Source: an optimization exercise on an open RTL-to-GDS flow (aim: small area, a short achievable clock period and few clock cycles). Production flows keep margins and buffers that such runs may drop. RTL that was checked went through simulation tests only; none was proved equivalent to the original. Power is estimated from default activity; no workload was simulated.

## udp_tx_engine
module udp_tx_engine (
    input  wire        clk,
    input  wire        rst,
    input  wire        cmd_valid,
    output wire        cmd_ready,
    input  wire        cmd_op,
    input  wire [15:0] cmd_sport,
    input  wire [15:0] cmd_dport,
    input  wire [31:0] cmd_dst_ip,
    input  wire [15:0] cmd_len,
    input  wire        in_valid,
    output wire        in_ready,
    input  wire [7:0]  in_data,
    output wire        out_valid,
    input  wire        out_ready,
    output wire [7:0]  out_data,
    output wire        out_last,
    output wire        res_valid,
    output wire [1:0]  res_code,
    output wire [15:0] res_cksum
);
clock: 6.0 ns
lec_check: 0
cap_margin: 20
core_margin: 2
core_utilization: 55
cts_buf_list: sky130_fd_sc_hd__clkbuf_4 sky130_fd_sc_hd__clkbuf_8
place_density: 0.75
setup_slack_margin: 3.4
slew_margin: 20
standard.sh (not shown) runs the stock make flow with config.mk's settings and CLKGATE_MAP_FILE= SYNTH_SCRIPT=/design/flow/synth_recipe.tcl, a recipe that flattens the netlist after the stock synthesis.
==> flow/flow/run.sh <==
#!/bin/bash
# Layout flow: the standard ORFS flow, with small plain buffers (rather than
# the delay cell buffer_ports picks by default) as the port buffers.
set -euo pipefail
bash standard.sh BUFFER_PORTS_ARGS="-buffer_cell sky130_fd_sc_hd__buf_1" finish > orfs_make.log 2>&1
==> next run, changes <==
SETUP_SLACK_MARGIN = 3.6   (was 3.4)
After rerunning: Global-route usage stays flat. Hold slack gains 0.0044 ns. Sequential share of layout area fell by 1.1 points. Count of clock-buffer cells in the layout does not change. Synthesized cell count is unchanged. Power barely changes.
No run of this note included a check of the RTL's function; only the layout flow was run.

udp_tx_engine, a different RTL version from the one above (not shown whole).
For scale: roughly 130 I/O pins, roughly 7700 sq um of cells after synthesis.
==> flow/design.v (excerpt) <==
module udp_tx_engine (
    input  wire        clk,
    input  wire        rst,
    input  wire        cmd_valid,
    output wire        cmd_ready,
    input  wire        cmd_op,
    input  wire [15:0] cmd_sport,
    input  wire [15:0] cmd_dport,
    input  wire [31:0] cmd_dst_ip,
    input  wire [15:0] cmd_len,
    input  wire        in_valid,
    output wire        in_ready,
    input  wire [7:0]  in_data,
    output wire        out_valid,
    input  wire        out_ready,
    output wire [7:0]  out_data,
    output wire        out_last,
    output wire        res_valid,
    output wire [1:0]  res_code,
    output wire [15:0] res_cksum
);
clock: 6.0 ns
lec_check: 0
cap_margin: 20
core_margin: 2
core_utilization: 40
place_density: 0.6
setup_slack_margin: 4.0
slew_margin: 20
==> flow/flow/run.sh <==
#!/bin/bash
# Layout flow: the standard ORFS flow, with plain buffers (rather than
# the delay cell buffer_ports picks by default) as the port buffers.
set -euo pipefail
bash standard.sh BUFFER_PORTS_ARGS="-buffer_cell sky130_fd_sc_hd__buf_2" finish > orfs_make.log 2>&1
The baseline completed without violations.
Testbench counts at the start, summed over its fixed seeds: cycles 200,144.
Next try:
==> flow/flow/run.sh (replaced) <==
#!/bin/bash
# Layout flow: the standard ORFS flow, with small plain buffers (rather than
# the delay cell buffer_ports picks by default) as the port buffers.
set -euo pipefail
bash standard.sh BUFFER_PORTS_ARGS="-buffer_cell sky130_fd_sc_hd__buf_1" finish > orfs_make.log 2>&1
Settings changed: CORE_UTILIZATION 40 to 55, CTS_BUF_LIST set to sky130_fd_sc_hd__clkbuf_4 sky130_fd_sc_hd__clkbuf_8, PLACE_DENSITY 0.6 to 0.75, SETUP_SLACK_MARGIN 4.0 to 3.75.
What happened:
- The changed run went through all stages and came out clean
- clock power came out lower by 26%
- synthesized cell count stays the same
- first-iteration DRC count shrinks by 2.4%
- via count increases by 3.3%
- clock skew is higher by 0.0050 ns
- count of clock-buffer cells in the layout stays the same
- utilization goes up by 15 points
- worst setup slack improved by 0.014 ns
- design area goes down by 6.6%
Next try:
Settings changed: CORE_UTILIZATION 55 to 40, PLACE_DENSITY 0.75 to 0.6, SETUP_SLACK_MARGIN 3.75 to 3.5.
=> Non-clock buffer count fell by 62. Routed wire length goes down by 7.8%. Hold slack gains 0.022 ns. Cell area goes down by 7.2%. Setup slack got worse by 0.13 ns. Synthesized cell count is unchanged. Die area increases by about 36%. Sequential power is about the same.
Next try:
Settings changed: CORE_UTILIZATION 40 to 55, PLACE_DENSITY 0.6 to 0.75, SETUP_SLACK_MARGIN 3.5 to 3.6.
Outcome: Worst hold slack is worse by 0.020 ns. Final cell count drops by about 5%. Die area drops by 27%. Utilization climbs by 19 points. Count of clock-buffer cells in the layout does not change. Wire length climbs by 5.0%. Cell area climbs by about 2.6%. Power climbs by about 4.4%. Combinational power climbs by about 9%. Sequential share of layout area drops by 1.1 points. Setup slack is worse by 0.018 ns.
Next try:
Settings changed: CORE_UTILIZATION 55 to 40, PLACE_DENSITY 0.75 to 0.6, SETUP_SLACK_MARGIN 3.6 to 3.85.
=>
- non-clock buffer count rose by 45
- setup slack improved by 0.16 ns
- critical path depth climbs by 1
- clock-buffer cell count came out higher by 1
- routed wire length came out higher by 2.8%
- flip-flop and latch count does not change
- clock skew is about the same
- hold slack barely changes
- via count goes up by 2.0%
Next try:
Settings changed: SETUP_SLACK_MARGIN 3.85 to 3.6.
After rerunning: Setup slack got worse by 0.064 ns. Die area is unchanged. Synthesized cell count does not change. Count of clock-buffer cells in the layout rose by 2. Power went down by 5.8%. Utilization is lower by 4.9 points. Non-clock buffer count went down by 51. Cell area went down by about 9%. Worst hold slack hardly moves. Sequential share of layout area came out higher by 4.1 points. Wire length shrinks by 3.9%.

== run 2 ==
udp_tx_engine, a different RTL version from the one above (not shown whole).
Size: ~170 flip-flops, roughly 130 I/O pins, about 9300 um^2 of cells after synthesis.
==> flow/design.v (excerpt) <==
module udp_tx_engine (
    input  wire        clk,
    input  wire        rst,
    input  wire        cmd_valid,
    output wire        cmd_ready,
    input  wire        cmd_op,
    input  wire [15:0] cmd_sport,
    input  wire [15:0] cmd_dport,
    input  wire [31:0] cmd_dst_ip,
    input  wire [15:0] cmd_len,
    input  wire        in_valid,
    output wire        in_ready,
    input  wire [7:0]  in_data,
    output wire        out_valid,
    input  wire        out_ready,
    output wire [7:0]  out_data,
    output wire        out_last,
    output wire        res_valid,
    output wire [1:0]  res_code,
    output wire [15:0] res_cksum
);
Settings: LEC_CHECK=0, ABC_CLOCK_PERIOD_IN_PS=2500, CAP_MARGIN=20, CORE_MARGIN=2, CORE_UTILIZATION=40, PLACE_DENSITY=0.6, SETUP_SLACK_MARGIN=3.5, SLEW_MARGIN=20; clock period 6.0 ns.
run.sh (not shown) runs the stock make flow with config.mk's settings and CLKGATE_MAP_FILE= SYNTH_SCRIPT=/design/flow/synth_recipe.tcl, a recipe that flattens the netlist after the stock synthesis.
Stock flow here: none of the scripts above is used.
Inputs modified between run 2 and run 1:
- ABC_CLOCK_PERIOD_IN_PS removed (was 2500)
## What came out
Run 1 -> run 2: first-pass GRT wire length delta 0, exact match
From run 1 to run 2, multi-input gate share of total cell area did not move at all.
Number of buffers other than clock buffers in the final layout came out exactly the same in run 1 and run 2.
Function was not checked in any run of this note: the RTL went through the layout flow alone.

==> port drivers added, routing unchanged <==
No port has a modelled driver above. Below, the same layouts with a new extraction and two added sets of constraints.
Step 1: set_driving_cell puts a clkbuf_16 on clk and a buf_2 on each other input, an assumption about the parent block.
Step 2 adds t to the input delays and takes it off the output delays; t is the mean of the earliest and latest rising clock arrival at the registers after step 1. Input paths then give back, and output paths get back, about the clock's delay inside the block.
Three values: ideal ports, drivers, drivers and shift; two values: the first two.
run | t, ns | setup WS [ns] | worst setup path at the end
the first run of note 1 | 0.502 | 3.277 / 3.277 / 3.078 | input to register
the second run of note 1 | 0.499 | 3.417 / 3.417 / 3.372 | input to register
the first run of note 2 | 0.462 | 3.685 / 3.685 / 3.474 | input to register
the second run of note 2 | 0.497 | 3.699 / 3.699 / 3.394 | input to register
the third run of note 2 | 0.505 | 3.572 / 3.544 / 3.212 | input to register
the fourth run of note 2 | 0.491 | 3.554 / 3.554 / 3.242 | input to register
the fifth run of note 2 | 0.491 | 3.710 / 3.694 / 3.431 | input to register
the sixth run of note 2 | 0.496 | 3.646 / 3.607 / 3.316 | input to register
run 2 | 0.478 | 3.180 / 3.180 / 3.086 | input to register
run 1 | 0.478 | 3.180 / 3.180 / 3.086 | input to register
After both steps setup and hold are still met in every run listed. For the third run of note 2, which loses most, drivers alone change the setup slack by -0.028 ns; drivers and shift together by -0.360 ns.
